This is an optimization exercise on Yosys and OpenROAD, whose aim is small area, a short achievable clock period and few clock cycles per item, not a production implementation.
In this exercise RTL edits were held to simulation tests only and were not proved equivalent to the original. No driver is modelled on the clock port, so clocking that relies on it looks cheaper here than on a real chip.

<file path="config.mk">
export PLATFORM = sky130hd
export DESIGN_NAME = grad_stream
export DESIGN_NICKNAME = grad_stream
export VERILOG_FILES = /design/flow/design.v
export SDC_FILE = /design/flow/constraint.sdc
export NUM_CORES = 4
export LEC_CHECK = 0
export ABC_AREA = 1
export CAP_MARGIN = 20
export CORE_MARGIN = 2
export CORE_UTILIZATION = 65
export SLEW_MARGIN = 20
</file>
<file path="constraint.sdc">
create_clock -name core_clock -period 30.0 [get_ports {clk}]
set_input_delay 6.0000 -clock core_clock [delete_from_list [all_inputs] [get_ports {clk}]]
set_output_delay 6.0000 -clock core_clock [all_outputs]
set_load 0.01 [all_outputs]
</file>
<file path="design.v">
module grad_stream (
    input  wire       clk,
    input  wire       rst,
    input  wire       in_valid,
    output wire       in_ready,
    input  wire       in_sof,
    input  wire [6:0] in_width,
    input  wire [1:0] in_preset,
    input  wire [7:0] in_pix,
    output reg        out_valid,
    input  wire       out_ready,
    output reg  [7:0] out_mag
);
    localparam QD = 5;      
    reg       rdy;
    reg       acc_r;
    reg       sof_r;
    reg [7:0] pix_r;
    reg [6:0] wreg;        
    reg [1:0] preg;        
    assign in_ready = rdy;
    always @(posedge clk) begin
        acc_r <= in_valid && rdy && !rst;
        sof_r <= in_sof;
        pix_r <= in_pix;
        if (in_valid && rdy && in_sof) begin
            wreg <= in_width;
            preg <= in_preset;
        end
    end
    reg [6:0] xn;          
    reg [1:0] y;           
    wire eo = (preg != 2'd3);                     
    wire sb = (preg != 2'd2) && (preg != 2'd3);   
    wire last     = !sof_r && (xn == wreg);
    wire interior = !sof_r && (y == 2'd2) && (xn >= 7'd3);
    wire       use30 = (wreg >= 7'd33);
    wire [6:0] vrest = wreg - (use30 ? 7'd33 : 7'd3);
    wire [5:0] seg   = {use30, vrest[4:0]};
    always @(posedge clk) begin
        if (acc_r) begin
            if (sof_r) begin
                xn <= 7'd2;
                y  <= 2'd0;
            end else if (last) begin
                xn <= 7'd1;
                if (y != 2'd2) y <= y + 2'd1;
            end else
                xn <= xn + 7'd1;
        end
    end
    reg [8*1-1:0]  a1,  b1;
    reg [8*2-1:0]  a2,  b2;
    reg [8*4-1:0]  a4,  b4;
    reg [8*8-1:0]  a8,  b8;
    reg [8*16-1:0] a16, b16;
    reg [8*30-1:0] a30, b30;
    reg [7:0]      ah,  bh;      
    reg [8*2-1:0]  af,  bf;      
    wire [7:0] ain  = pix_r;
    wire [7:0] a1o  = seg[0] ? a1[7:0]     : ah;
    wire [7:0] a2o  = seg[1] ? a2[15:8]    : a1o;
    wire [7:0] a4o  = seg[2] ? a4[31:24]   : a2o;
    wire [7:0] a8o  = seg[3] ? a8[63:56]   : a4o;
    wire [7:0] a16o = seg[4] ? a16[127:120] : a8o;
    wire [7:0] a30o = seg[5] ? a30[239:232] : a16o;
    wire [7:0] bin  = af[15:8];
    wire [7:0] b1o  = seg[0] ? b1[7:0]     : bh;
    wire [7:0] b2o  = seg[1] ? b2[15:8]    : b1o;
    wire [7:0] b4o  = seg[2] ? b4[31:24]   : b2o;
    wire [7:0] b8o  = seg[3] ? b8[63:56]   : b4o;
    wire [7:0] b16o = seg[4] ? b16[127:120] : b8o;
    wire [7:0] b30o = seg[5] ? b30[239:232] : b16o;
    always @(posedge clk) begin
        if (acc_r) begin
            ah  <= ain;
            a1  <= ah;
            a2  <= {a2[7:0], a1o};
            a4  <= {a4[23:0], a2o};
            a8  <= {a8[55:0], a4o};
            a16 <= {a16[119:0], a8o};
            a30 <= {a30[231:0], a16o};
            af  <= {af[7:0], a30o};
            bh  <= bin;
            b1  <= bh;
            b2  <= {b2[7:0], b1o};
            b4  <= {b4[23:0], b2o};
            b8  <= {b8[55:0], b4o};
            b16 <= {b16[119:0], b8o};
            b30 <= {b30[231:0], b16o};
            bf  <= {bf[7:0], b30o};
        end
    end
    wire [7:0] cp = pix_r;
    wire [7:0] ct = af[15:8];
    wire [7:0] cu = bf[15:8];
    wire [9:0]        col_v = (eo ? {2'b0, cu} + {2'b0, cp} : 10'd0)
                            + (sb ? {1'b0, ct, 1'b0} : {2'b0, ct});
    wire signed [8:0] cps = {1'b0, cp};
    wire signed [8:0] cus = {1'b0, cu};
    wire signed [8:0] col_d = cps - cus;
    reg [9:0]        va, vb;
    reg signed [8:0] da, db;
    always @(posedge clk) begin
        if (acc_r) begin
            va <= col_v; vb <= va;
            da <= col_d; db <= da;
        end
    end
    wire signed [11:0] vcs = {2'b0, col_v};
    wire signed [11:0] vbs = {2'b0, vb};
    wire signed [11:0] sx_c = vcs - vbs;
    wire signed [11:0] sy_c = (eo ? db + col_d : 12'sd0) + (sb ? 2 * da : da);
    reg               pv1;
    reg signed [10:0] sx1, sy1;     
    always @(posedge clk) begin
        sx1 <= sx_c[10:0];
        sy1 <= sy_c[10:0];
    end
    wire       nx = sx1[10], ny = sy1[10];
    wire [7:0] mx = sx1[7:0] ^ {8{nx}};
    wire [7:0] my = sy1[7:0] ^ {8{ny}};
    wire bigx = nx ? !((sx1[9:8] == 2'h3) && (sx1[7:0] != 8'd0)) : (sx1[9:8] != 2'h0);
    wire bigy = ny ? !((sy1[9:8] == 2'h3) && (sy1[7:0] != 8'd0)) : (sy1[9:8] != 2'h0);
    wire sqw1 = (mx[0] & mx[5]) ^ (mx[1] & mx[4]);
    wire sqw2 = (mx[0] & mx[5]) & (mx[1] & mx[4]);
    wire sqw3 = (mx[0] & mx[7]) ^ (mx[1] & mx[6]) ^ (mx[2] & mx[5]);
    wire sqw4 = ((mx[0] & mx[7]) & (mx[1] & mx[6])) | ((mx[0] & mx[7]) & (mx[2] & mx[5])) | ((mx[1] & mx[6]) & (mx[2] & mx[5]));
    wire sqw5 = (mx[3] & mx[4]) ^ mx[4];
    wire sqw6 = (mx[3] & mx[4]) & mx[4];
    wire sqw7 = (mx[0] & mx[3]) ^ (mx[1] & mx[2]) ^ mx[2];
    wire sqw8 = ((mx[0] & mx[3]) & (mx[1] & mx[2])) | ((mx[0] & mx[3]) & mx[2]) | ((mx[1] & mx[2]) & mx[2]);
    wire sqw9 = (mx[0] & mx[4]) ^ (mx[1] & mx[3]);
    wire sqw10 = (mx[0] & mx[4]) & (mx[1] & mx[3]);
    wire sqw11 = (mx[2] & mx[3]) ^ mx[3] ^ (nx & mx[5]);
    wire sqw12 = ((mx[2] & mx[3]) & mx[3]) | ((mx[2] & mx[3]) & (nx & mx[5])) | (mx[3] & (nx & mx[5]));
    wire sqw13 = (my[0] & my[5]) ^ (my[1] & my[4]) ^ (my[2] & my[3]);
    wire sqw14 = ((my[0] & my[5]) & (my[1] & my[4])) | ((my[0] & my[5]) & (my[2] & my[3])) | ((my[1] & my[4]) & (my[2] & my[3]));
    wire sqw15 = (mx[0] & mx[6]) ^ (mx[1] & mx[5]) ^ (mx[2] & mx[4]);
    wire sqw16 = ((mx[0] & mx[6]) & (mx[1] & mx[5])) | ((mx[0] & mx[6]) & (mx[2] & mx[4])) | ((mx[1] & mx[5]) & (mx[2] & mx[4]));
    wire sqw17 = (nx & mx[6]) ^ (my[0] & my[6]) ^ (my[1] & my[5]);
    wire sqw18 = ((nx & mx[6]) & (my[0] & my[6])) | ((nx & mx[6]) & (my[1] & my[5])) | ((my[0] & my[6]) & (my[1] & my[5]));
    wire sqw19 = (my[2] & my[4]) ^ (ny & my[6]);
    wire sqw20 = (my[2] & my[4]) & (ny & my[6]);
    wire sqw21 = (nx & mx[7]) ^ (my[0] & my[7]) ^ (my[1] & my[6]);
    wire sqw22 = ((nx & mx[7]) & (my[0] & my[7])) | ((nx & mx[7]) & (my[1] & my[6])) | ((my[0] & my[7]) & (my[1] & my[6]));
    wire sqw23 = (my[2] & my[5]) ^ (my[3] & my[4]) ^ my[4];
    wire sqw24 = ((my[2] & my[5]) & (my[3] & my[4])) | ((my[2] & my[5]) & my[4]) | ((my[3] & my[4]) & my[4]);
    wire sqw25 = (ny & my[7]) ^ sqw3 ^ sqw5;
    wire sqw26 = ((ny & my[7]) & sqw3) | ((ny & my[7]) & sqw5) | (sqw3 & sqw5);
    wire sqw27 = (mx[1] & mx[7]) ^ (mx[2] & mx[6]) ^ (mx[3] & mx[5]);
    wire sqw28 = ((mx[1] & mx[7]) & (mx[2] & mx[6])) | ((mx[1] & mx[7]) & (mx[3] & mx[5])) | ((mx[2] & mx[6]) & (mx[3] & mx[5]));
    wire sqw29 = (my[1] & my[7]) ^ (my[2] & my[6]) ^ (my[3] & my[5]);
    wire sqw30 = ((my[1] & my[7]) & (my[2] & my[6])) | ((my[1] & my[7]) & (my[3] & my[5])) | ((my[2] & my[6]) & (my[3] & my[5]));
    wire sqw31 = sqw4 ^ sqw6;
    wire sqw32 = sqw4 & sqw6;
    wire sqw33 = (mx[2] & mx[7]) ^ (mx[3] & mx[6]) ^ (mx[4] & mx[5]);
    wire sqw34 = ((mx[2] & mx[7]) & (mx[3] & mx[6])) | ((mx[2] & mx[7]) & (mx[4] & mx[5])) | ((mx[3] & mx[6]) & (mx[4] & mx[5]));
    wire sqw35 = mx[5] ^ (my[2] & my[7]) ^ (my[3] & my[6]);
    wire sqw36 = (mx[5] & (my[2] & my[7])) | (mx[5] & (my[3] & my[6])) | ((my[2] & my[7]) & (my[3] & my[6]));
    wire sqw37 = (my[4] & my[5]) ^ my[5];
    wire sqw38 = (my[4] & my[5]) & my[5];
    wire sqw39 = (mx[3] & mx[7]) ^ (mx[4] & mx[6]);
    wire sqw40 = (mx[3] & mx[7]) & (mx[4] & mx[6]);
    wire sqw41 = (mx[4] & mx[7]) ^ (mx[5] & mx[6]);
    wire sqw42 = (mx[4] & mx[7]) & (mx[5] & mx[6]);
    wire sqw43 = (mx[0] & mx[1]) ^ mx[1] ^ (nx & mx[1]);
    wire sqw44 = ((mx[0] & mx[1]) & mx[1]) | ((mx[0] & mx[1]) & (nx & mx[1])) | (mx[1] & (nx & mx[1]));
    wire sqw45 = (mx[0] & mx[2]) ^ (nx & mx[2]);
    wire sqw46 = (mx[0] & mx[2]) & (nx & mx[2]);
    wire sqw47 = (nx & mx[3]) ^ (my[0] & my[3]) ^ (my[1] & my[2]);
    wire sqw48 = ((nx & mx[3]) & (my[0] & my[3])) | ((nx & mx[3]) & (my[1] & my[2])) | ((my[0] & my[3]) & (my[1] & my[2]));
    wire sqw49 = my[2] ^ (ny & my[3]);
    wire sqw50 = my[2] & (ny & my[3]);
    wire sqw51 = (nx & mx[4]) ^ (my[0] & my[4]) ^ (my[1] & my[3]);
    wire sqw52 = ((nx & mx[4]) & (my[0] & my[4])) | ((nx & mx[4]) & (my[1] & my[3])) | ((my[0] & my[4]) & (my[1] & my[3]));
    wire sqw53 = (ny & my[4]) ^ sqw8 ^ sqw9;
    wire sqw54 = ((ny & my[4]) & sqw8) | ((ny & my[4]) & sqw9) | (sqw8 & sqw9);
    wire sqw55 = my[3] ^ (ny & my[5]) ^ sqw1;
    wire sqw56 = (my[3] & (ny & my[5])) | (my[3] & sqw1) | ((ny & my[5]) & sqw1);
    wire sqw57 = sqw10 ^ sqw11 ^ sqw13;
    wire sqw58 = (sqw10 & sqw11) | (sqw10 & sqw13) | (sqw11 & sqw13);
    wire sqw59 = sqw2 ^ sqw12 ^ sqw14;
    wire sqw60 = (sqw2 & sqw12) | (sqw2 & sqw14) | (sqw12 & sqw14);
    wire sqw61 = sqw15 ^ sqw17 ^ sqw19;
    wire sqw62 = (sqw15 & sqw17) | (sqw15 & sqw19) | (sqw17 & sqw19);
    wire sqw63 = sqw16 ^ sqw18 ^ sqw20;
    wire sqw64 = (sqw16 & sqw18) | (sqw16 & sqw20) | (sqw18 & sqw20);
    wire sqw65 = sqw21 ^ sqw23 ^ sqw25;
    wire sqw66 = (sqw21 & sqw23) | (sqw21 & sqw25) | (sqw23 & sqw25);
    wire sqw67 = sqw22 ^ sqw24 ^ sqw26;
    wire sqw68 = (sqw22 & sqw24) | (sqw22 & sqw26) | (sqw24 & sqw26);
    wire sqw69 = sqw27 ^ sqw29 ^ sqw31;
    wire sqw70 = (sqw27 & sqw29) | (sqw27 & sqw31) | (sqw29 & sqw31);
    wire sqw71 = sqw28 ^ sqw30 ^ sqw32;
    wire sqw72 = (sqw28 & sqw30) | (sqw28 & sqw32) | (sqw30 & sqw32);
    wire sqw73 = sqw33 ^ sqw35 ^ sqw37;
    wire sqw74 = (sqw33 & sqw35) | (sqw33 & sqw37) | (sqw35 & sqw37);
    wire sqw75 = (my[3] & my[7]) ^ (my[4] & my[6]) ^ sqw34;
    wire sqw76 = ((my[3] & my[7]) & (my[4] & my[6])) | ((my[3] & my[7]) & sqw34) | ((my[4] & my[6]) & sqw34);
    wire sqw77 = sqw36 ^ sqw38 ^ sqw39;
    wire sqw78 = (sqw36 & sqw38) | (sqw36 & sqw39) | (sqw38 & sqw39);
    wire sqw79 = mx[6] ^ (my[4] & my[7]) ^ (my[5] & my[6]);
    wire sqw80 = (mx[6] & (my[4] & my[7])) | (mx[6] & (my[5] & my[6])) | ((my[4] & my[7]) & (my[5] & my[6]));
    wire sqw81 = my[6] ^ sqw40 ^ sqw41;
    wire sqw82 = (my[6] & sqw40) | (my[6] & sqw41) | (sqw40 & sqw41);
    wire sqw83 = (mx[5] & mx[7]) ^ (my[5] & my[7]);
    wire sqw84 = (mx[5] & mx[7]) & (my[5] & my[7]);
    wire sqw85 = (mx[6] & mx[7]) ^ mx[7];
    wire sqw86 = (mx[6] & mx[7]) & mx[7];
    wire sqw87 = mx[0] ^ nx;
    wire sqw88 = mx[0] & nx;
    wire sqw89 = (my[0] & my[1]) ^ my[1];
    wire sqw90 = (my[0] & my[1]) & my[1];
    wire sqw91 = (my[0] & my[2]) ^ (ny & my[2]) ^ sqw44;
    wire sqw92 = ((my[0] & my[2]) & (ny & my[2])) | ((my[0] & my[2]) & sqw44) | ((ny & my[2]) & sqw44);
    wire sqw93 = sqw7 ^ sqw46 ^ sqw47;
    wire sqw94 = (sqw7 & sqw46) | (sqw7 & sqw47) | (sqw46 & sqw47);
    wire sqw95 = sqw48 ^ sqw50 ^ sqw51;
    wire sqw96 = (sqw48 & sqw50) | (sqw48 & sqw51) | (sqw50 & sqw51);
    wire sqw97 = sqw52 ^ sqw54 ^ sqw55;
    wire sqw98 = (sqw52 & sqw54) | (sqw52 & sqw55) | (sqw54 & sqw55);
    wire sqw99 = sqw56 ^ sqw58 ^ sqw59;
    wire sqw100 = (sqw56 & sqw58) | (sqw56 & sqw59) | (sqw58 & sqw59);
    wire sqw101 = sqw60 ^ sqw62 ^ sqw63;
    wire sqw102 = (sqw60 & sqw62) | (sqw60 & sqw63) | (sqw62 & sqw63);
    wire sqw103 = sqw64 ^ sqw66 ^ sqw67;
    wire sqw104 = (sqw64 & sqw66) | (sqw64 & sqw67) | (sqw66 & sqw67);
    wire sqw105 = sqw68 ^ sqw70 ^ sqw71;
    wire sqw106 = (sqw68 & sqw70) | (sqw68 & sqw71) | (sqw70 & sqw71);
    wire sqw107 = sqw72 ^ sqw74 ^ sqw75;
    wire sqw108 = (sqw72 & sqw74) | (sqw72 & sqw75) | (sqw74 & sqw75);
    wire sqw109 = sqw76 ^ sqw78 ^ sqw79;
    wire sqw110 = (sqw76 & sqw78) | (sqw76 & sqw79) | (sqw78 & sqw79);
    wire sqw111 = sqw42 ^ sqw80 ^ sqw82;
    wire sqw112 = (sqw42 & sqw80) | (sqw42 & sqw82) | (sqw80 & sqw82);
    wire sqw113 = (my[6] & my[7]) ^ my[7] ^ sqw84;
    wire sqw114 = ((my[6] & my[7]) & my[7]) | ((my[6] & my[7]) & sqw84) | (my[7] & sqw84);
    wire sqw115 = my[0] ^ ny;
    wire sqw116 = my[0] & ny;
    wire sqw117 = (nx & mx[0]) ^ (ny & my[0]) ^ sqw88;
    wire sqw118 = ((nx & mx[0]) & (ny & my[0])) | ((nx & mx[0]) & sqw88) | ((ny & my[0]) & sqw88);
    wire sqw119 = (ny & my[1]) ^ sqw43 ^ sqw89;
    wire sqw120 = ((ny & my[1]) & sqw43) | ((ny & my[1]) & sqw89) | (sqw43 & sqw89);
    wire sqw121 = sqw45 ^ sqw90 ^ sqw91;
    wire sqw122 = (sqw45 & sqw90) | (sqw45 & sqw91) | (sqw90 & sqw91);
    wire sqw123 = sqw49 ^ sqw92 ^ sqw93;
    wire sqw124 = (sqw49 & sqw92) | (sqw49 & sqw93) | (sqw92 & sqw93);
    wire sqw125 = sqw53 ^ sqw94 ^ sqw95;
    wire sqw126 = (sqw53 & sqw94) | (sqw53 & sqw95) | (sqw94 & sqw95);
    wire sqw127 = sqw57 ^ sqw96 ^ sqw97;
    wire sqw128 = (sqw57 & sqw96) | (sqw57 & sqw97) | (sqw96 & sqw97);
    wire sqw129 = sqw61 ^ sqw98 ^ sqw99;
    wire sqw130 = (sqw61 & sqw98) | (sqw61 & sqw99) | (sqw98 & sqw99);
    wire sqw131 = sqw65 ^ sqw100 ^ sqw101;
    wire sqw132 = (sqw65 & sqw100) | (sqw65 & sqw101) | (sqw100 & sqw101);
    wire sqw133 = sqw69 ^ sqw102 ^ sqw103;
    wire sqw134 = (sqw69 & sqw102) | (sqw69 & sqw103) | (sqw102 & sqw103);
    wire sqw135 = sqw73 ^ sqw104 ^ sqw105;
    wire sqw136 = (sqw73 & sqw104) | (sqw73 & sqw105) | (sqw104 & sqw105);
    wire sqw137 = sqw77 ^ sqw106 ^ sqw107;
    wire sqw138 = (sqw77 & sqw106) | (sqw77 & sqw107) | (sqw106 & sqw107);
    wire sqw139 = sqw81 ^ sqw108 ^ sqw109;
    wire sqw140 = (sqw81 & sqw108) | (sqw81 & sqw109) | (sqw108 & sqw109);
    wire sqw141 = sqw83 ^ sqw110 ^ sqw111;
    wire sqw142 = (sqw83 & sqw110) | (sqw83 & sqw111) | (sqw110 & sqw111);
    wire sqw143 = sqw85 ^ sqw112 ^ sqw113;
    wire sqw144 = (sqw85 & sqw112) | (sqw85 & sqw113) | (sqw112 & sqw113);
    wire sqw145 = sqw86 ^ sqw114;
    wire sqw146 = sqw86 & sqw114;
    wire [16:0] sq_ra = {sqw146, sqw144, sqw142, sqw140, sqw138, sqw136, sqw134, sqw132, sqw130, sqw128, sqw126, sqw124, sqw122, sqw120, sqw118, sqw116, sqw87};
    wire [16:0] sq_rb = {1'b0, sqw145, sqw143, sqw141, sqw139, sqw137, sqw135, sqw133, sqw131, sqw129, sqw127, sqw125, sqw123, sqw121, sqw119, sqw117, sqw115};
    wire [16:0] sq_c = sq_ra + sq_rb;
    reg        pv2, sat2;
    reg [16:0] sq2;
    always @(posedge clk) begin
        sq2  <= sq_c;
        sat2 <= bigx || bigy;
    end
    wire [8:0] rem_w  [0:8];
    wire [7:0] root_w [0:8];
    reg        pv3, sat3;
    reg [4:0]  root3;
    reg [5:0]  rem3;
    reg [5:0]  low3;
    assign rem_w[0]  = 9'd0;
    assign root_w[0] = 8'd0;
    genvar n;
    generate for (n = 0; n < 8; n = n + 1) begin : it
        wire [8:0] rin;
        wire [7:0] qin;
        wire [1:0] bb;
        if (n == 5) begin : cut3
            assign rin = {3'd0, rem3};
            assign qin = {3'd0, root3};
        end else begin : nocut
            assign rin = rem_w[n];
            assign qin = root_w[n];
        end
        if (n < 5) begin : b2
            assign bb = sq2[2*(7-n) +: 2];
        end else begin : b3
            assign bb = low3[2*(7-n) +: 2];
        end
        wire [n+2:0] r  = {rin[n:0], bb};
        wire [n+2:0] t  = {1'b0, qin[n:0], 2'b01};
        wire [n+3:0] d  = {1'b0, r} - {1'b0, t};
        wire         ok = !d[n+3];
        wire [n+1:0] nr = ok ? d[n+1:0] : r[n+1:0];
        assign rem_w[n+1]  = {{(8-n){1'b0}}, nr};
        assign root_w[n+1] = {qin[6:0], ok};
    end endgenerate
    always @(posedge clk) begin
        sat3  <= sat2 || sq2[16];
        root3 <= root_w[5][4:0];
        rem3  <= rem_w[5][5:0];
        low3  <= sq2[5:0];
    end
    reg [7:0] q [0:QD-1];
    reg [2:0] wp, rp;
    reg [3:0] qn;           
    reg [3:0] nout;         
    wire qe    = (qn == 4'd0);
    wire ofree = !out_valid || out_ready;
    wire push  = pv3 && !(ofree && qe);       
    wire [7:0] mag_c = sat3 ? 8'd255 : root_w[8];
    always @(posedge clk) begin
        if (pv3) q[wp] <= mag_c;
        if (ofree && (!qe || pv3)) out_mag <= qe ? mag_c : q[rp];
    end
    wire [3:0] nb  = nout - {3'd0, acc_r && !interior};
    wire [3:0] nbp = nb + 4'd1;
    wire [3:0] nbm = nb - 4'd1;
    wire       inc = in_valid && rdy;
    wire       dec = out_valid && out_ready;
    wire [3:0] nnext = inc ? (dec ? nb : nbp) : (dec ? nbm : nb);
    wire       rnext = inc ? (dec ? (nb <= QD) : (nbp <= QD)) : (dec ? (nbm <= QD) : (nb <= QD));
    wire [3:0] qn_free = qe ? 4'd0 : qn - 4'd1 + {3'd0, pv3};
    wire [3:0] qn_hold = qn + {3'd0, pv3};
    always @(posedge clk) begin
        if (rst) begin
            pv1 <= 1'b0; pv2 <= 1'b0; pv3 <= 1'b0;
            wp <= 3'd0; rp <= 3'd0; qn <= 4'd0;
            out_valid <= 1'b0;
            nout <= 4'd0;
            rdy <= 1'b1;
        end else begin
            pv1 <= acc_r && interior;
            pv2 <= pv1;
            pv3 <= pv2;
            if (push)  wp <= (wp == QD - 1) ? 3'd0 : wp + 3'd1;
            if (ofree && !qe) rp <= (rp == QD - 1) ? 3'd0 : rp + 3'd1;
            qn <= ofree ? qn_free : qn_hold;
            out_valid <= ofree ? (!qe || pv3) : 1'b1;
            nout <= nnext;
            rdy  <= rnext;
        end
    end
endmodule
</file>
<file path="flow/run.sh">
#!/bin/bash
# Layout: the standard flow (standard.sh), with these changes to how the
# layout is made:
#  - the port buffers are sky130_fd_sc_hd__buf_2 (buffer_ports otherwise
#    picks a slow delay cell); every port still gets its buffer;
#  - repair_timing is asked for a large setup margin, so that it sizes the
#    paths towards a short period instead of stopping at the 30 ns clock;
#    the clock, its period and the I/O constraints are the standard flow's, unchanged.
# standard.sh's output is kept in standard.log and the tools' own logs are
# copied to flow_logs/.
set -uo pipefail
export BUFFER_PORTS_ARGS="-buffer_cell sky130_fd_sc_hd__buf_2"
export SETUP_SLACK_MARGIN=22.5
export CTS_ARGS="-sink_clustering_enable -repair_clock_nets -sink_clustering_size 30 -sink_clustering_max_diameter 120 -dont_use_dummy_load -buf_list {sky130_fd_sc_hd__clkbuf_8 sky130_fd_sc_hd__clkbuf_16}"
bash standard.sh > standard.log 2>&1
st=$?
cp -r orfs/logs flow_logs 2>/dev/null || true
exit $st
</file>
<file path="standard.sh">
#!/bin/bash
# synth_recipe.tcl (not shown) runs the flow's synth.tcl, then flattens the netlist and writes it again
# the make line also repeats each setting of config.mk as NAME=value (left out here)
make -C /OpenROAD-flow-scripts/flow DESIGN_CONFIG=/design/flow/config.mk WORK_HOME=/design/flow/orfs CLKGATE_MAP_FILE= SYNTH_SCRIPT=/design/flow/synth_recipe.tcl "${@:-finish}"
</file>
==> flow_summary_export.csv, run 1 <==
group,metric,value,unit
status,run_status,"timing/DRC/antenna clean",
logic_synthesis,synthAdderAreaFrac,0.06668,
placement,routabilityCongestion,0.8358,
logic_synthesis,synth.top_cell.area_share,0.7496,
clock_tree,clock-sinks,1218,
logic_synthesis,yosysWarnings,1,
timing,skew,0.06832,ns
logic_synthesis,yosys.area.top_type,"edfxtp_1",
logic_synthesis,ys_async_sr_fraction,0,
setup_path,start_kind,"register",
timing,drv_slew,0,
timing,fmax,140.1,MHz
layout,antennaDiodeCount,0,
logic_synthesis,synth_mux_area_frac,0.01468,
placement,dp.cells,3674,
hold_path,min_from,"sq2[5]",
floorplan,fp.dieArea,71640,µm²
logic_synthesis,synth_fp_nets,2948,
setup_path,r2r_end,"sq2[16]",
logic_synthesis,synth-edff-count,1128,
drt,ant_nets,0,
global_route,track_usage,0.1920,
logic_synthesis,yosysUniqueCellTypes,53,
setup_path,cp_max_fo,1,
clock_tree,tritoncts,"done",
floorplan,die_h,267.7,µm
logic_synthesis,syn-cell-area,45180,µm²
clock_tree,post_cts_buffers,0,
clock_tree,cts-root-buf,"clkbuf_16",
floorplan,core-area,68710,µm²
global_route,grt-ovfl-total,0,
drt,dr.pass1.iters,5,
logic_synthesis,yosys_most_used_dff,"edfxtp_1",
placement,dp_hpwl,43720,µm
setup_path,worst-path-buf-inv,1,
setup_path,worstSetupPathType,"reg2out",
setup_path,r2r_cells,22,
logic_synthesis,synth-seq-cells,1218,
floorplan,start_util,0.6577,
timing,hold_violations,0,
timing,setup-violations-final,0,
timing,fin_crit,7.140,ns
drt,drtIter0Drc,1641,
global_route,grt_pass1_vias,19860,
setup_path,critical_path_required,24.00,ns
clock_tree,clkLatencyLatePin,0.65,ns
timing,slew_headroom,0.2361,
timing,fin_crit_sh,0.2380,
setup_path,r2r-start,"sx1[10]",
logic_synthesis,synth-xor-area-share,0.01545,
clock_tree,cts-resized-gates,0,
logic_synthesis,synthTopCellsByArea,"edfxtp_1 75%, ha_1 4.1%, dfxtp_1 4.0%",
drt,drt-wirelength-per-cell,18.20,µm
floorplan,boundaryPins,32,
setup_path,reg2reg_slack,24.60,ns
layout,syn_to_final_growth,5.743,%
layout,drive_gt1_frac,0.06705,
setup_path,max_stage_delay,0.38,ns
setup_path,cp_slowest_cell,"edfxtp_1",
logic_synthesis,ys_seq_area_frac,0.7895,
layout,final-instance-count-excl-fill,3720,
layout,fillers,4512,
logic_synthesis,synthSimpleGateAreaFrac,0.05281,
drt,wirelength,67710,µm
placement,port-buffer-count,31,
setup_path,crit_chain,"buf_2",
layout,layout.nets,3019,
floorplan,rows,96,
clock_tree,cts_made_buffers,46,
clock_tree,cts_hold_buf,0,
setup_path,cp-end-kind,"output port",
global_route,grt_start_max_net_pins,191,
timing,rsz0062_at_grt,"no",
floorplan,die_x,267.7,µm
flow_run,drv_cap,0,
logic_synthesis,synth_top_family_by_area,"adder cells",
logic_synthesis,synth_compound_area_frac,0.03265,
hold_path,hold-path-cell-count,0,
timing,tightest_slew,1.146,ns
setup_path,path_delay_family,"flip-flops",
global_route,grt_pass1_wl,106200,µm
timing,finalSetupTns,0,ns
clock_tree,clockBufferDepth,3,
drt,drc,0,
logic_synthesis,netlist_instances,2720,
drt,viasPerCell,5.467,
setup_path,cp_data_arrival_time,1.14,ns
hold_path,hp-class,"reg2reg",
clock_tree,cts.clk_slew.worst_paths,0.11,ns
hold_path,hold_end,"low3[5]",
clock_tree,cts_max_level,2,
logic_synthesis,syn_avg_cell_area,16.61,µm²
drt,num_vias,20340,
global_route,antenna_found_initial,2,
==> cell usage in the layout, fill, tap and decap left out, types with 14 or more instances in the layout <==
master     Yosys  layout
o21ai_0       84      83
edfxtp_1    1128    1128
nand2_1      301     300
nand3_1       56      56
xor2_1        53      52
ha_1         148     146
buf_4          1      14
a31oi_1       29      29
xnor2_1       23      22
inv_1        299     297
dfxtp_1       90      89
mux2_2        18      18
fa_1          58      58
mux2_4        30      30
clkbuf_16      0      46
a21oi_1       94      93
nor2_1       162     161
buf_2          5      31
==> cell usage after synthesis, types with 5 or more instances <==
cell type	count
nor2_1	162
ha_1	148
nor3_1	14
nand4_1	11
nand2_1	301
inv_2	5
edfxtp_1	1128
o21ai_0	84
inv_1	299
dfxtp_1	90
or2_2	8
nand2_2	8
o21bai_1	11
mux2_4	30
a21oi_1	94
a31oi_1	29
nand3b_1	5
nand3_1	56
a211oi_1	5
o22ai_1	7
buf_2	5
mux2_2	18
xnor2_1	23
fa_1	58
xor2_1	53
clkbuf_1	17
==> state kept, by name, indices dropped and copies added, names as in the netlist, 16 cells and up, named ones only <==
name and cells:
b2 16, q 40, af 16, bf 16, a8 64, a2 16, b4 32, a4 32
sq2 17, a30 240, b8 64, a16 128, b30 240, b16 128
==> worst max path at each step <==
stage	from	endpoint	slack, ns	cells past startpoint
floorplan	acc_r	rdy	20.90	14
global placement	out_ready	out_mag[0]	22.87	5
detailed placement	out_ready	nout[1]	22.67	8
CTS	out_mag[4]	out_mag[4]	22.81	1
global route	out_mag[4]	out_mag[4]	22.79	1
finish	out_mag[4]	out_mag[4]	22.86	1
==> metrics by stage <==
| step | worst slack, ns | instance area, µm² | utilization | hold WS [ns] |
|---|---|---|---|---|
| after floorplan | 20.90 | 45240 | - | 0.3096 |
| after global placement | 22.87 | 46610 | 0.6785 | 0.3115 |
| after detailed placement | 22.67 | 46620 | 0.6785 | 0.3136 |
| after CTS | 22.81 | 47770 | 0.6953 | 0.2767 |
| after global routing | 22.79 | 47780 | 0.6954 | 0.2957 |
| final | 22.86 | 47780 | 0.6954 | 0.2794 |
==> final cells by class <==
class                           count  area [µm²]  area share
Clock buffer                       46        1151     0.02409
Timing Repair Buffer               49       331.6    0.006940
Tap cell                          931        1165     0.02438
Sequential cell                  1218       35680      0.7467
Multi-Input combinational cell   1169        8299      0.1737
Inverter                          307        1155     0.02417
==> per-layer routing <==
| metal | GRT usage | vias up | routed length (µm) |
|---|---|---|---|
| met3 | 0.02418 | 89 | 2178 |
| met4 | 0.04756 | 0 | 1516 |
| li1 | - | 9775 | - |
| met1 | 0.2878 | 10150 | 32320 |
| met2 | 0.3063 | 323 | 31690 |
| met5 | 0 | - | 0 |
==> kinds of logic after synthesis <==
family / count (synthesis)
simple gates: 575
mux: 49
buf+inv: 333
flops: 1218
fa+ha+maj: 206
xor+xnor: 78
compound gates: 261
Testbench counts, summed over its fixed seeds: cycles 48,038, items 48,000.
==> run 2, diff against run 1 <==
--- a/flow/run.sh
+++ b/flow/run.sh
@@ -11,7 +11,7 @@
 set -uo pipefail
 export BUFFER_PORTS_ARGS="-buffer_cell sky130_fd_sc_hd__buf_2"
 export SETUP_SLACK_MARGIN=22.5
-export CTS_ARGS="-sink_clustering_enable -repair_clock_nets -sink_clustering_size 30 -sink_clustering_max_diameter 120 -dont_use_dummy_load -buf_list {sky130_fd_sc_hd__clkbuf_8 sky130_fd_sc_hd__clkbuf_16}"
+export CTS_ARGS="-sink_clustering_enable -repair_clock_nets -sink_clustering_size 25 -sink_clustering_max_diameter 100 -dont_use_dummy_load -buf_list {sky130_fd_sc_hd__clkbuf_8 sky130_fd_sc_hd__clkbuf_16}"
 bash standard.sh > standard.log 2>&1
 st=$?
 cp -r orfs/logs flow_logs 2>/dev/null || true
==> run 2 against run 1 <==
  * Register-to-register slack gained 0.04 ns
  * Die area unchanged
  * Fmax about the same
  * Clock-buffer cell count is 8 higher
  * Hold slack improved by 0.0021 ns
  * Routed wire length grew 0.78%
  * Critical path type unchanged
  * Largest cell class unchanged
==> flow_summary_export.csv, run 2 <==
group,metric,value,unit
logic_synthesis,yosysUniqueCellTypes,53,
setup_path,path_delay_family,"flip-flops",
timing,rsz0062_at_grt,"no",
timing,hold_violations,0,
clock_tree,clkLatencyLatePin,0.65,ns
floorplan,fp.dieArea,71640,µm²
floorplan,rows,96,
clock_tree,cts-resized-gates,0,
setup_path,max_stage_delay,0.37,ns
clock_tree,post_cts_buffers,0,
timing,skew,0.07494,ns
clock_tree,cts.clk_slew.worst_paths,0.10,ns
layout,layout.nets,3027,
global_route,grt-ovfl-total,0,
floorplan,boundaryPins,32,
layout,drive_gt1_frac,0.06972,
setup_path,worstSetupPathType,"reg2out",
hold_path,hp-class,"reg2reg",
logic_synthesis,synth_common_cells,"1128 x edfxtp_1, 301 x nand2_1, 299 x inv_1",
setup_path,cp-end-kind,"output port",
drt,drc,0,
setup_path,critical_path_required,24.00,ns
drt,viasPerCell,5.488,
setup_path,cp_slowest_cell,"edfxtp_1",
flow_run,drv_cap,0,
floorplan,core-area,68710,µm²
setup_path,crit_chain,"buf_2",
drt,met2_length,32010,µm
global_route,grt_pass1_vias,19990,
clock_tree,cts_hold_buf,0,
drt,drt-wirelength-per-cell,18.30,µm
layout,syn_to_final_growth,6.186,%
timing,tightest_slew,1.099,ns
global_route,track_usage,0.1938,
logic_synthesis,yosys.area.top_type,"edfxtp_1",
logic_synthesis,ys_seq_area_frac,0.7895,
drt,route.met3.wl,2488,µm
layout,antennaDiodeCount,0,
logic_synthesis,yosysWarnings,1,
drt,drtIter0Drc,1956,
logic_synthesis,synth-edff-count,1128,
floorplan,die_x,267.7,µm
timing,slew_headroom,0.2676,
global_route,grt_pass1_wl,107200,µm
clock_tree,cts_made_buffers,54,
drt,dr.pass1.iters,5,
logic_synthesis,synth_fp_nets,2948,
timing,drv_slew,0,
setup_path,worst-path-buf-inv,1,
logic_synthesis,synth.top_cell.area_share,0.7496,
layout,post-route-util,0.6983,
drt,ant_nets,0,
logic_synthesis,netlist_instances,2720,
logic_synthesis,yosys_most_used_dff,"edfxtp_1",
clock_tree,cts_max_level,2,
placement,port-buffer-count,31,
floorplan,start_util,0.6577,
clock_tree,clock-sinks,1218,
status,run_status,"timing/DRC/antenna clean",
placement,dp_hpwl,43720,µm
logic_synthesis,ys_async_sr_fraction,0,
global_route,grt_start_max_net_pins,191,
setup_path,cp_max_fo,1,
placement,routabilityCongestion,0.8358,
logic_synthesis,syn_avg_cell_area,16.61,µm²
logic_synthesis,synthTopCellsByArea,"edfxtp_1 75%, ha_1 4.1%, dfxtp_1 4.0%",
layout,reg_top3,"a30: 240 flops, b30: 240 flops",
logic_synthesis,synth.most_common_cell,"edfxtp_1",
timing,fin_crit_sh,0.2380,
setup_path,cp_data_arrival_time,1.14,ns
drt,wirelength,68240,µm
clock_tree,clockBufferDepth,3,
timing,fmax,140.0,MHz
timing,setup-violations-final,0,
timing,fin_crit,7.141,ns
clock_tree,cts-root-buf,"clkbuf_16",
clock_tree,tritoncts,"done",
floorplan,die_h,267.7,µm
setup_path,start_kind,"register",
drt,top_layer_used,"met4",
drt,wl_met1,32510,µm
logic_synthesis,syn-cell-area,45180,µm²
timing,hold_slack,0.2816,ns
layout,final_cell_mix,"1128 x edfxtp_1, 300 x nand2_1, 297 x inv_1, 161 x nor2_1, 146 x ha_1",
drt,num_vias,20460,
global_route,antenna_found_initial,2,
layout,final_common_cell,"edfxtp_1",
logic_synthesis,synth-seq-cells,1218,
timing,finalSetupTns,0,ns
[run 2: cell type report]
cell class | instances | area, µm²
multi-input combinational | 1169 | 8299
fill | 4488 | 20730
clock buffer | 54 | 1351
timing repair buffer | 49 | 331.6
inverter | 307 | 1155
sequential | 1218 | 35680
tap | 931 | 1165
[run 2: cells by family (layout without fill, tap and decap cells)]
logic type | Yosys count | count (layout) | synth area share
flip-flops | 1218 | 1218 | 0.7895
AND/OR/NAND/NOR | 575 | 575 | 0.05281
XOR/XNOR | 78 | 78 | 0.01545
buffers and inverters | 333 | 410 | 0.02822
adder cells (fa/ha/maj) | 206 | 206 | 0.06668
AO/OA/AOI/OAI | 261 | 261 | 0.03265
multiplexers | 49 | 49 | 0.01468
[run 2: final timing paths]
| kind | endpoint | from | slack (ns) | cells past startpoint |
|---|---|---|---|---|
| setup / recovery | out_mag[2] | out_mag[2] | 22.86 | 1 |
| setup reg to reg | sq2[16] | sx1[10] | 24.64 | 22 |
| hold reg to reg | low3[5] | sq2[5] | 0.28 | 0 |
| hold / removal | low3[5] | sq2[5] | 0.28 | 0 |
[run 2: metal layers]
layer / global-route usage / up-vias
li1: - / 9790
met1: 0.2934 / 10220
met2: 0.3089 / 369
met3: 0.02409 / 81
met4: 0.04243 / 0
met5: 0 / -
[run 2: stage by stage]
stage	cell area [µm²]	std cells	setup slack, ns
2_1_floorplan	45240	2720	20.90
3_3_place_gp	46610	3674	22.87
3_5_place_dp	46620	3674	22.67
4_1_cts	47970	3728	22.81
5_1_grt	47980	3728	22.79
6_report	47980	3728	22.86
==> run 3, diff against run 2 <==
--- a/flow/run.sh
+++ b/flow/run.sh
@@ -10,8 +10,8 @@
 # copied to flow_logs/.
 set -uo pipefail
 export BUFFER_PORTS_ARGS="-buffer_cell sky130_fd_sc_hd__buf_2"
-export SETUP_SLACK_MARGIN=22.5
-export CTS_ARGS="-sink_clustering_enable -repair_clock_nets -sink_clustering_size 25 -sink_clustering_max_diameter 100 -dont_use_dummy_load -buf_list {sky130_fd_sc_hd__clkbuf_8 sky130_fd_sc_hd__clkbuf_16}"
+# no setup margin
+export CTS_ARGS="-sink_clustering_enable -repair_clock_nets -sink_clustering_size 30 -sink_clustering_max_diameter 250 -dont_use_dummy_load -buf_list {sky130_fd_sc_hd__clkbuf_8 sky130_fd_sc_hd__clkbuf_16}"
 bash standard.sh > standard.log 2>&1
 st=$?
 cp -r orfs/logs flow_logs 2>/dev/null || true
==> run 3 against run 2 <==
  * Critical path depth is the same
  * Hold slack improved by 0.057 ns
  * Cell count shrank 0.21%
  * Sequential cell count unchanged
  * Via count shrank 1.1%
==> flow_summary_export.csv, run 3 <==
group,metric,value,unit
logic_synthesis,yosys_most_used_dff,"edfxtp_1",
clock_tree,tritoncts,"done",
clock_tree,cts-root-buf,"clkbuf_16",
setup_path,cp_data_arrival_time,1.15,ns
global_route,grt_pass1_vias,19830,
setup_path,start_kind,"register",
drt,num_vias,20230,
floorplan,core-area,68710,µm²
drt,drc,0,
logic_synthesis,syn_avg_cell_area,16.61,µm²
placement,place_area,46560,µm²
layout,syn_to_final_growth,5.630,%
flow_run,drv_cap,0,
logic_synthesis,yosys.area.top_type,"edfxtp_1",
logic_synthesis,yosysWarnings,1,
placement,port-buffer-count,31,
clock_tree,cts_max_level,2,
global_route,grt-ovfl-total,0,
logic_synthesis,netlist_instances,2720,
global_route,grt_pass1_wl,105700,µm
timing,fin_crit,7.153,ns
timing,fmax,139.8,MHz
setup_path,crit_chain,"buf_2",
timing,fin_crit_sh,0.2384,
floorplan,die_x,267.7,µm
floorplan,start_util,0.6577,
timing,rsz0062_at_grt,"no",
timing,tightest_slew,1.155,ns
global_route,antenna_found_initial,3,
layout,drive_gt1_frac,0.06454,
logic_synthesis,synthTopCellsByArea,"edfxtp_1 75%, ha_1 4.1%, dfxtp_1 4.0%",
layout,reg_top3,"a30: 240 flops, b30: 240 flops",
clock_tree,clockBufferDepth,3,
setup_path,worstSetupPathType,"reg2out",
global_route,track_usage,0.1907,
logic_synthesis,synth-seq-cells,1218,
timing,hold_violations,0,
setup_path,cp_slowest_cell,"dfxtp_1",
timing,skew,0.07059,ns
clock_tree,clkLatencyLatePin,0.64,ns
setup_path,cp-end-kind,"output port",
logic_synthesis,synth_fp_nets,2948,
timing,drv_slew,0,
setup_path,path_delay_family,"flip-flops",
layout,fillers,4502,
hold_path,hp-class,"reg2reg",
drt,ant_nets,0,
layout,postLayoutCellArea,47730,µm²
clock_tree,post_cts_buffers,0,
floorplan,boundaryPins,32,
logic_synthesis,synth_common_cells,"1128 x edfxtp_1, 301 x nand2_1, 299 x inv_1",
logic_synthesis,synth-edff-count,1128,
floorplan,die_h,267.7,µm
setup_path,critical_path_required,24.00,ns
placement,dp_hpwl,43120,µm
drt,drtIter0Drc,1643,
setup_path,max_stage_delay,0.40,ns
timing,setup-violations-final,0,
clock_tree,cts_hold_buf,0,
logic_synthesis,ys_async_sr_fraction,0,
drt,dr.pass1.iters,5,
clock_tree,cts_made_buffers,46,
timing,finalSetupTns,0,ns
clock_tree,clock-sinks,1218,
logic_synthesis,synth.top_cell.area_share,0.7496,
drt,drt-wirelength-per-cell,17.99,µm
timing,slew_headroom,0.2302,
layout,layout.nets,3019,
logic_synthesis,syn-cell-area,45180,µm²
logic_synthesis,ys_seq_area_frac,0.7895,
logic_synthesis,synth.most_common_cell,"edfxtp_1",
status,run_status,"timing/DRC/antenna clean",
layout,final_common_cell,"edfxtp_1",
clock_tree,cts-resized-gates,0,
floorplan,fp.dieArea,71640,µm²
logic_synthesis,yosysUniqueCellTypes,53,
layout,final_cell_mix,"1128 x edfxtp_1, 301 x nand2_1, 299 x inv_1, 161 x nor2_1, 148 x ha_1",
drt,viasPerCell,5.438,
drt,wirelength,66930,µm
layout,antennaDiodeCount,0,
setup_path,worst-path-buf-inv,1,
global_route,grt_start_max_net_pins,209,
clock_tree,cts.clk_slew.worst_paths,0.11,ns
setup_path,cp_max_fo,2,
floorplan,rows,96,
placement,routabilityCongestion,0.8101,
[run 3: cell counts after synthesis]
No cell type changed its count.
[run 3: final timing paths]
kind,slack (ns),to,cells after the start,start
setup / recovery,22.85,in_ready,1,rdy
hold / removal,0.34,low3[0],0,sq2[0]
setup reg to reg,24.60,sq2[16],22,sx1[10]
hold reg to reg,0.34,low3[0],0,sq2[0]
[run 3: cell type report]
cell class	count	area, µm²	share of cell area
Sequential cell	1218	35680	0.7475
Multi-Input combinational cell	1169	8272	0.1733
Tap cell	931	1165	0.02441
Inverter	307	1152	0.02414
Clock buffer	46	1151	0.02412
Timing Repair Buffer	49	310.3	0.006501
[run 3: kinds of logic (layout without fill, tap and decap cells)]
family	after synthesis	in the layout	synth area share
buffers and inverters	333	402	0.02822
DFF	1218	1218	0.7895
adders and majority gates	206	206	0.06668
and+or+nand+nor	575	575	0.05281
muxes	49	49	0.01468
xor gates and xnor gates	78	78	0.01545
AOI/OAI and AO/OA	261	261	0.03265
[run 3: metrics by stage]
step           hold WS (ns)  instances  setup WS [ns]    util
3_3_place_gp         0.3124       3674          22.38  0.6776
2_1_floorplan        0.3096       2720          3.870       -
3_5_place_dp         0.3128       3674          22.26  0.6777
6_report             0.3386       3720          22.85  0.6947
5_1_grt              0.3418       3720          22.78  0.6947
4_1_cts              0.3381       3720          22.80  0.6945
[run 3: layer usage]
metal  GRT usage  vias to the layer above  part of all wire
met5           0                        -                 0
met4     0.04756                        0             0.022
met3     0.02427                       91             0.040
met1      0.2925                    10030              0.47
li1            -                     9769                 -
met2      0.2969                      343              0.46
==> run 4, diff against run 3 <==
--- a/flow/run.sh
+++ b/flow/run.sh
@@ -11,7 +11,7 @@
 set -uo pipefail
 export BUFFER_PORTS_ARGS="-buffer_cell sky130_fd_sc_hd__buf_2"
 # no setup margin
-export CTS_ARGS="-sink_clustering_enable -repair_clock_nets -sink_clustering_size 30 -sink_clustering_max_diameter 250 -dont_use_dummy_load -buf_list {sky130_fd_sc_hd__clkbuf_8 sky130_fd_sc_hd__clkbuf_16}"
+export CTS_ARGS="-sink_clustering_enable -repair_clock_nets -sink_clustering_size 30 -sink_clustering_max_diameter 120 -dont_use_dummy_load -distance_between_buffers 1000 -buf_list {sky130_fd_sc_hd__clkbuf_8 sky130_fd_sc_hd__clkbuf_16}"
 bash standard.sh > standard.log 2>&1
 st=$?
 cp -r orfs/logs flow_logs 2>/dev/null || true
==> run 4 against run 3 <==
  * Critical path depth stayed put
  * Still clean
  * Utilization hardly changed
  * Final area hardly changed
  * Sequential share of layout area hardly changed
  * Via count is 0.18% lower
  * Sequential cell count stayed put
  * Clock skew is 0.0031 ns lower
  * Critical endpoint unchanged
  * Cell count hardly changed
  * Die area stayed put
  * First-iteration DRC count is 2.9% higher
==> flow_summary_export.csv, run 4 <==
group,metric,value,unit
timing,tightest_slew,1.039,ns
floorplan,boundaryPins,32,
timing,skew,0.06747,ns
drt,dr.pass1.iters,5,
clock_tree,post_cts_buffers,0,
placement,dp_hpwl,43120,µm
clock_tree,cts_made_buffers,46,
floorplan,die_h,267.7,µm
setup_path,max_stage_delay,0.40,ns
setup_path,cp_slowest_cell,"dfxtp_1",
setup_path,cp_max_fo,2,
setup_path,r2r-start,"sx1[10]",
logic_synthesis,syn-cell-area,45180,µm²
clock_tree,cts_hold_buf,0,
global_route,track_usage,0.1901,
setup_path,worst-path-buf-inv,1,
logic_synthesis,synth_fp_nets,2948,
logic_synthesis,synthTopCellsByArea,"edfxtp_1 75%, ha_1 4.1%, dfxtp_1 4.0%",
setup_path,cp_data_arrival_time,1.14,ns
clock_tree,clockBufferDepth,3,
clock_tree,cts-root-buf,"clkbuf_16",
layout,reg_top3,"a30: 240 flops, b30: 240 flops",
setup_path,start_kind,"register",
layout,final_common_cell,"edfxtp_1",
placement,dp.cells,3674,
timing,rsz0062_at_grt,"no",
drt,drt-wirelength-per-cell,17.93,µm
setup_path,crit_chain,"buf_2",
logic_synthesis,yosys_most_used_dff,"edfxtp_1",
timing,fin_crit_sh,0.2379,
hold_path,min_from,"sq2[4]",
layout,post-route-util,0.6951,
drt,viasPerCell,5.426,
clock_tree,cts_max_level,2,
logic_synthesis,netlist_instances,2720,
timing,fin_crit,7.138,ns
status,run_status,"timing/DRC/antenna clean",
logic_synthesis,synth-edff-count,1128,
setup_path,critical_path_required,24.00,ns
logic_synthesis,yosysUniqueCellTypes,53,
floorplan,die_x,267.7,µm
setup_path,path_delay_family,"flip-flops",
flow_run,drv_cap,0,
logic_synthesis,yosys.area.top_type,"edfxtp_1",
clock_tree,clkLatencyLatePin,0.63,ns
logic_synthesis,synth.top_cell.area_share,0.7496,
global_route,antenna_found_initial,3,
clock_tree,clock-sinks,1218,
layout,layout.nets,3020,
clock_tree,tritoncts,"done",
timing,fmax,140.1,MHz
clock_tree,cts.clk_slew.worst_paths,0.11,ns
setup_path,cp-end-kind,"output port",
timing,hold_violations,0,
logic_synthesis,ys_async_sr_fraction,0,
hold_path,hp-class,"reg2reg",
global_route,grt_start_max_net_pins,209,
layout,final_cell_mix,"1128 x edfxtp_1, 301 x nand2_1, 299 x inv_1, 161 x nor2_1, 148 x ha_1",
placement,routabilityCongestion,0.8101,
layout,drive_gt1_frac,0.06487,
global_route,grt_pass1_vias,19720,
logic_synthesis,yosysWarnings,1,
floorplan,core-area,68710,µm²
timing,finalSetupTns,0,ns
layout,antennaDiodeCount,0,
layout,syn_to_final_growth,5.690,%
placement,port-buffer-count,31,
setup_path,worstSetupPathType,"reg2out",
drt,ant_nets,0,
layout,final-instance-count-excl-fill,3721,
drt,drtIter0Drc,1690,
drt,wirelength,66720,µm
global_route,grt-ovfl-total,0,
floorplan,fp.dieArea,71640,µm²
logic_synthesis,syn_avg_cell_area,16.61,µm²
timing,hold_slack,0.3384,ns
logic_synthesis,ys_seq_area_frac,0.7895,
logic_synthesis,synth-seq-cells,1218,
drt,drc,0,
logic_synthesis,synth_common_cells,"1128 x edfxtp_1, 301 x nand2_1, 299 x inv_1",
floorplan,start_util,0.6577,
timing,slew_headroom,0.3075,
layout,fillers,4488,
floorplan,rows,96,
drt,num_vias,20190,
global_route,grt_pass1_wl,105500,µm
timing,setup-violations-final,0,
clock_tree,cts-resized-gates,0,
timing,drv_slew,0,
setup_path,cp-startpoint,"rdy",
logic_synthesis,synth.most_common_cell,"edfxtp_1",
[run 4: final cells by class]
cell class	count	area, µm²	area share
Multi-Input combinational cell	1169	8272	0.1732
Sequential cell	1218	35680	0.7471
Timing Repair Buffer	50	337.8	0.007074
Tap cell	931	1165	0.02439
Inverter	307	1152	0.02413
Clock buffer	46	1151	0.02410
[run 4: path summary, 6_finish.rpt]
path	endpoint	slack, ns	cells after the start
max	in_ready	22.86	1
min	low3[4]	0.34	0
max reg2reg	sq2[16]	24.59	22
min reg2reg	low3[4]	0.34	0
[run 4: cell families after synthesis]
| group | count (synthesis) | synth area share |
|---|---|---|
| flops | 1218 | 0.7895 |
| simple gates | 575 | 0.05281 |
| buf+inv | 333 | 0.02822 |
| compound gates | 261 | 0.03265 |
| fa+ha+maj | 206 | 0.06668 |
| xor+xnor | 78 | 0.01545 |
| mux | 49 | 0.01468 |
[run 4: per-layer routing]
| metal | global-route usage | vias to the layer above | routed length [µm] |
|---|---|---|---|
| li1 | - | 9776 | - |
| met1 | 0.2945 | 10030 | 31950 |
| met2 | 0.2950 | 312 | 30890 |
| met3 | 0.02152 | 77 | 2424 |
| met4 | 0.04771 | 0 | 1457 |
| met5 | 0 | - | 0 |
[run 4: per-stage QoR]
stage	setup slack (ns)	area, µm²
finish	22.86	47760
global route	22.80	47760
CTS	22.81	47710
detailed placement	22.26	46560
global placement	22.38	46550
floorplan	3.870	45180
==> run 5, diff against run 4 <==
--- a/flow/run.sh
+++ b/flow/run.sh
@@ -11,7 +11,7 @@
 set -uo pipefail
 export BUFFER_PORTS_ARGS="-buffer_cell sky130_fd_sc_hd__buf_2"
 # no setup margin
-export CTS_ARGS="-sink_clustering_enable -repair_clock_nets -sink_clustering_size 30 -sink_clustering_max_diameter 120 -dont_use_dummy_load -distance_between_buffers 1000 -buf_list {sky130_fd_sc_hd__clkbuf_8 sky130_fd_sc_hd__clkbuf_16}"
+export CTS_ARGS="-sink_clustering_enable -repair_clock_nets -sink_clustering_size 30 -sink_clustering_max_diameter 120 -dont_use_dummy_load -sink_clustering_levels 1 -buf_list {sky130_fd_sc_hd__clkbuf_8 sky130_fd_sc_hd__clkbuf_16}"
 bash standard.sh > standard.log 2>&1
 st=$?
 cp -r orfs/logs flow_logs 2>/dev/null || true
==> run 5 against run 4 <==
  * Sequential cell count stayed put
  * Sequential share of layout area is the same
  * Routed wire length did not move
  * Fmax stayed put
  * First-iteration DRC count unchanged
  * Final area is the same
  * Hold slack unchanged
  * Largest cell class unchanged
==> flow_summary_export.csv, run 5 <==
group,metric,value,unit
placement,dp_hpwl,43120,µm
layout,syn_to_final_growth,5.690,%
placement,dp.cells,3674,
placement,dp_slack,22.26,ns
drt,drtIter0Drc,1690,
timing,setup-violations-final,0,
logic_synthesis,synth_common_cells,"1128 x edfxtp_1, 301 x nand2_1, 299 x inv_1",
drt,drt-wirelength-per-cell,17.93,µm
layout,drive_gt1_frac,0.06487,
layout,layout.nets,3020,
floorplan,start_util,0.6577,
global_route,grt_pass1_vias,19720,
setup_path,cp-end-kind,"output port",
placement,routabilityCongestion,0.8101,
layout,antennaDiodeCount,0,
global_route,grt-ovfl-total,0,
timing,fin_crit,7.138,ns
setup_path,worst-path-buf-inv,1,
logic_synthesis,yosys_most_used_dff,"edfxtp_1",
global_route,track_usage,0.1901,
logic_synthesis,syn_avg_cell_area,16.61,µm²
logic_synthesis,synth.top_cell.area_share,0.7496,
timing,finalSetupTns,0,ns
logic_synthesis,synth-edff-count,1128,
clock_tree,post_cts_buffers,0,
global_route,grt_use_met2,0.2950,
hold_path,hp-class,"reg2reg",
setup_path,max_stage_delay,0.40,ns
clock_tree,clkLatencyLatePin,0.63,ns
clock_tree,clock-sinks,1218,
clock_tree,cts_made_buffers,46,
layout,final_common_cell,"edfxtp_1",
setup_path,worstSetupPathType,"reg2out",
logic_synthesis,synth_fp_nets,2948,
clock_tree,cts_hold_buf,0,
logic_synthesis,syn-cell-area,45180,µm²
logic_synthesis,yosys.area.top_type,"edfxtp_1",
setup_path,critical_path_required,24.00,ns
floorplan,core-area,68710,µm²
global_route,grt_pass1_wl,105500,µm
floorplan,fp.dieArea,71640,µm²
timing,hold_violations,0,
logic_synthesis,ys_seq_area_frac,0.7895,
clock_tree,tritoncts,"done",
placement,port-buffer-count,31,
drt,ant_nets,0,
global_route,use_met3,0.02152,
timing,tightest_slew,1.039,ns
drt,wirelength,66720,µm
floorplan,die_h,267.7,µm
clock_tree,cts-root-buf,"clkbuf_16",
timing,rsz0062_at_grt,"no",
logic_synthesis,netlist_instances,2720,
clock_tree,cts-resized-gates,0,
setup_path,start_kind,"register",
setup_path,path_delay_family,"flip-flops",
setup_path,cp-startpoint,"rdy",
layout,fillers,4488,
drt,dr.pass1.iters,5,
drt,num_vias,20190,
layout,final_cell_mix,"1128 x edfxtp_1, 301 x nand2_1, 299 x inv_1, 161 x nor2_1, 148 x ha_1",
clock_tree,clockBufferDepth,3,
logic_synthesis,synthTopCellsByArea,"edfxtp_1 75%, ha_1 4.1%, dfxtp_1 4.0%",
layout,reg_top3,"a30: 240 flops, b30: 240 flops",
logic_synthesis,yosysUniqueCellTypes,53,
clock_tree,cts_max_level,2,
status,run_status,"timing/DRC/antenna clean",
logic_synthesis,synth-seq-cells,1218,
layout,final-instance-count-excl-fill,3721,
setup_path,cp_data_arrival_time,1.14,ns
global_route,met1_usage,0.2945,
hold_path,min_from,"sq2[4]",
timing,fin_crit_sh,0.2379,
timing,fmax,140.1,MHz
logic_synthesis,ys_async_sr_fraction,0,
floorplan,rows,96,
logic_synthesis,synth.most_common_cell,"edfxtp_1",
flow_run,drv_cap,0,
floorplan,boundaryPins,32,
global_route,antenna_found_initial,3,
timing,timing.final.ws_setup,22.86,ns
timing,drv_slew,0,
floorplan,die_x,267.7,µm
setup_path,crit_chain,"buf_2",
drt,viasPerCell,5.426,
global_route,grt_busiest_layer,"met2",
setup_path,r2r-start,"sx1[10]",
setup_path,cp_max_fo,2,
clock_tree,cts.clk_slew.worst_paths,0.11,ns
drt,drc,0,
logic_synthesis,yosysWarnings,1,
setup_path,cp_slowest_cell,"dfxtp_1",
global_route,grt_start_max_net_pins,209,
timing,skew,0.06747,ns
timing,slew_headroom,0.3075,
run 5: cell counts in the layout (fill, tap and decap cells not counted):
No cell type changed its count.
run 5: area by class of cell:
cell class	count	area (µm²)	share of cell area
sequential	1218	35680	0.7471
timing repair buffer	50	337.8	0.007074
clock buffer	46	1151	0.02410
tap	931	1165	0.02439
inverter	307	1152	0.02413
multi-input combinational	1169	8272	0.1732
run 5: logic make-up after synthesis:
| kind of cell | synth area share |
|---|---|
| DFF | 0.7895 |
| and+or+nand+nor | 0.05281 |
| buffers and inverters | 0.02822 |
| AOI/OAI and AO/OA | 0.03265 |
| adders and majority gates | 0.06668 |
| xor gates and xnor gates | 0.01545 |
| muxes | 0.01468 |
run 5: routing by layer:
layer	routed length [µm]	part of all wire	up-vias
met2	30890	0.46	312
met1	31950	0.48	10030
met5	0	0	-
met4	1457	0.022	0
li1	-	-	9776
met3	2424	0.036	77
run 5: path summary, 6_finish.rpt:
check / slack, ns / end / cells past startpoint
max: 22.86 / in_ready / 1
min: 0.34 / low3[4] / 0
max reg2reg: 24.59 / sq2[16] / 22
min reg2reg: 0.34 / low3[4] / 0
run 5: stage by stage:
step / utilization / hold slack [ns] / cell area, µm²
after floorplan: - / 0.3096 / 45180
final: 0.6951 / 0.3384 / 47760
after CTS: 0.6945 / 0.3412 / 47710
after global routing: 0.6951 / 0.3476 / 47760
after detailed placement: 0.6777 / 0.3128 / 46560
after global placement: 0.6776 / 0.3124 / 46550
==> run 6, diff against run 5 <==
==> flow/run.sh (replaced) <==
#!/bin/bash
# Layout: the standard flow (standard.sh, which runs the standard
# synthesis unchanged), with two changes to how the layout is made:
#  - the port buffers are sky130_fd_sc_hd__buf_2 (buffer_ports otherwise
#    picks a slow delay cell); every input and output port still gets one;
#  - clock tree synthesis clusters up to 30 sinks per leaf buffer, uses
#    clkbuf_8/clkbuf_16 and no dummy loads, which needs far fewer clock
#    buffers; the tree stays balanced (no skew is added on purpose).
# The clock, its period and the I/O constraints are the standard flow's, unchanged.
# standard.sh's output is kept in standard.log and the tools' own logs are
# copied to flow_logs/.
set -uo pipefail
export BUFFER_PORTS_ARGS="-buffer_cell sky130_fd_sc_hd__buf_2"
export CTS_ARGS="-sink_clustering_enable -repair_clock_nets -sink_clustering_size 30 -sink_clustering_max_diameter 120 -dont_use_dummy_load -buf_list {sky130_fd_sc_hd__clkbuf_8 sky130_fd_sc_hd__clkbuf_16}"
bash standard.sh > standard.log 2>&1
st=$?
cp -r orfs/logs flow_logs 2>/dev/null || true
exit $st
==> run 6 against run 5 <==
  * Synthesized cell count unchanged
  * Area after synthesis unchanged
  * Sequential cell count unchanged
  * Utilization unchanged
  * Clock skew unchanged
  * Cell count unchanged
  * Die area unchanged
  * Critical path type unchanged
  * Critical endpoint unchanged
  * Largest cell class unchanged
==> flow_summary_export.csv, run 6 <==
group,metric,value,unit
layout,syn_to_final_growth,5.690,%
floorplan,rows,96,
global_route,grt-ovfl-total,0,
drt,drt-wirelength-per-cell,17.93,µm
clock_tree,tritoncts,"done",
drt,num_vias,20190,
drt,drtIter0Drc,1690,
logic_synthesis,syn-cell-area,45180,µm²
timing,fmax,140.1,MHz
hold_path,hold_end,"low3[4]",
placement,routabilityCongestion,0.8101,
setup_path,critical_path_required,24.00,ns
logic_synthesis,synth_top_family_by_area,"adder cells",
logic_synthesis,synth_mux_area_frac,0.01468,
logic_synthesis,synthSimpleGateAreaFrac,0.05281,
setup_path,r2r_end,"sq2[16]",
logic_synthesis,ys_async_sr_fraction,0,
logic_synthesis,synth-xor-area-share,0.01545,
timing,fin_crit,7.138,ns
layout,fillers,4488,
global_route,grt_pass1_vias,19720,
timing,rsz0062_at_grt,"no",
setup_path,cp-end-kind,"output port",
flow_run,drv_cap,0,
logic_synthesis,yosys_most_used_dff,"edfxtp_1",
layout,reg_top3,"a30: 240 flops, b30: 240 flops",
setup_path,max_stage_delay,0.40,ns
clock_tree,cts_made_buffers,46,
layout,drive_gt1_frac,0.06487,
timing,fin_crit_sh,0.2379,
drt,viasPerCell,5.426,
clock_tree,post_cts_buffers,0,
logic_synthesis,yosysUniqueCellTypes,53,
global_route,track_usage,0.1901,
setup_path,path_delay_family,"flip-flops",
logic_synthesis,netlist_instances,2720,
layout,final_cell_mix,"1128 x edfxtp_1, 301 x nand2_1, 299 x inv_1, 161 x nor2_1, 148 x ha_1",
layout,final_common_cell,"edfxtp_1",
global_route,grt_start_max_net_pins,209,
timing,finalSetupTns,0,ns
logic_synthesis,synth.top_cell.area_share,0.7496,
hold_path,min_from,"sq2[4]",
clock_tree,clock-sinks,1218,
timing,setup-violations-final,0,
setup_path,cp_max_fo,2,
floorplan,start_util,0.6577,
hold_path,hold-path-cell-count,0,
setup_path,start_kind,"register",
clock_tree,cts_max_level,2,
layout,post-route-util,0.6951,
global_route,grt_pass1_wl,105500,µm
logic_synthesis,synth-seq-cells,1218,
floorplan,core-area,68710,µm²
floorplan,die_h,267.7,µm
placement,port-buffer-count,31,
layout,antennaDiodeCount,0,
setup_path,cp_data_arrival_time,1.14,ns
logic_synthesis,synth_fp_nets,2948,
logic_synthesis,ys_seq_area_frac,0.7895,
floorplan,die_x,267.7,µm
logic_synthesis,synth-edff-count,1128,
floorplan,fp.dieArea,71640,µm²
setup_path,r2r-start,"sx1[10]",
global_route,antenna_found_initial,3,
placement,dp.cells,3674,
clock_tree,cts_hold_buf,0,
clock_tree,clockBufferDepth,3,
setup_path,reg2reg_slack,24.59,ns
logic_synthesis,yosys.area.top_type,"edfxtp_1",
setup_path,worstSetupPathType,"reg2out",
logic_synthesis,yosysWarnings,1,
timing,slew_headroom,0.3075,
logic_synthesis,synth_common_cells,"1128 x edfxtp_1, 301 x nand2_1, 299 x inv_1",
placement,dp_hpwl,43120,µm
clock_tree,cts-resized-gates,0,
timing,skew,0.06747,ns
drt,ant_nets,0,
logic_synthesis,synthAdderAreaFrac,0.06668,
clock_tree,cts-root-buf,"clkbuf_16",
floorplan,boundaryPins,32,
timing,tightest_slew,1.039,ns
hold_path,hp-class,"reg2reg",
status,run_status,"timing/DRC/antenna clean",
logic_synthesis,synthTopCellsByArea,"edfxtp_1 75%, ha_1 4.1%, dfxtp_1 4.0%",
setup_path,worst-path-buf-inv,1,
timing,hold_violations,0,
layout,layout.nets,3020,
clock_tree,clkLatencyLatePin,0.63,ns
clock_tree,cts.clk_slew.worst_paths,0.11,ns
drt,wirelength,66720,µm
drt,drc,0,
layout,final-instance-count-excl-fill,3721,
timing,drv_slew,0,
drt,dr.pass1.iters,5,
setup_path,cp_slowest_cell,"dfxtp_1",
logic_synthesis,synth_compound_area_frac,0.03265,
setup_path,crit_chain,"buf_2",
logic_synthesis,syn_avg_cell_area,16.61,µm²
setup_path,r2r_cells,22,
logic_synthesis,synth.most_common_cell,"edfxtp_1",
[run 6: metal layers]
layer  wire length [µm]  GRT usage  share of wire
met1              31950     0.2945           0.48
met4               1457    0.04771          0.022
met2              30890     0.2950           0.46
met3               2424    0.02152          0.036
met5                  0          0              0
[run 6: how the worst max path moves through the flow]
| stage | slack, ns | endpoint | depth (start not counted) | startpoint |
|---|---|---|---|---|
| 2_1_floorplan | 3.87 | rdy | 14 | acc_r |
| 3_3_place_gp | 22.38 | preg[0] | 3 | in_valid |
| 3_5_place_dp | 22.26 | preg[0] | 3 | in_valid |
| 4_1_cts | 22.81 | out_mag[1] | 1 | out_mag[1] |
| 5_1_grt | 22.80 | in_ready | 1 | rdy |
| 6_report | 22.86 | in_ready | 1 | rdy |
[run 6: kinds of logic (layout without fill, tap and decap cells)]
kind of cell / after synthesis / after routing
flops: 1218 / 1218
simple gates: 575 / 575
buf+inv: 333 / 403
compound gates: 261 / 261
fa+ha+maj: 206 / 206
xor+xnor: 78 / 78
mux: 49 / 49
[run 6: area by class of cell]
class	instances	area, µm²	share of cell area
flip-flops and latches	1218	35680	0.7471
multi-input cells	1169	8272	0.1732
repair buffers	50	337.8	0.007074
inverters	307	1152	0.02413
clock buffers	46	1151	0.02410
well taps	931	1165	0.02439
[run 6: stage by stage]
stage / cell area [µm²] / hold WS [ns] / setup slack [ns]
floorplan: 45180 / 0.3096 / 3.870
global placement: 46550 / 0.3124 / 22.38
detailed placement: 46560 / 0.3128 / 22.26
CTS: 47710 / 0.3412 / 22.81
global route: 47760 / 0.3476 / 22.80
finish: 47760 / 0.3384 / 22.86

-- port drivers added, routing unchanged --
How much do the figures lean on ideal ports? The routed layouts below were timed once more, with nothing changed but the port constraints. Step 1, drivers: a clkbuf_16 drives clk and a buf_2 each remaining input, both assumed. Step 2 adds t to the input delays and takes it off the output delays; t is the mean of the earliest and latest rising clock arrival at the registers after step 1. Input paths then give back, and output paths get back, about the clock's delay inside the block. a / b / c = no drivers / after step 1 / after step 2; a / b = the first two.
run	t (ns)	setup slack, ns	worst data-port slew with drivers (ns)	cell pins on the clock port's net
run 1	0.667	22.860 / 22.795 / 22.650	0.04	1
run 2	0.674	22.859 / 22.795 / 22.662	0.04	1
run 3	0.664	22.847 / 22.786 / 22.644	0.05	1
run 4	0.659	22.862 / 22.798 / 22.612	0.05	1
run 5	0.659	22.862 / 22.798 / 22.612	0.05	1
run 6	0.659	22.862 / 22.798 / 22.612	0.05	1
After both steps setup and hold are still met in every run listed.
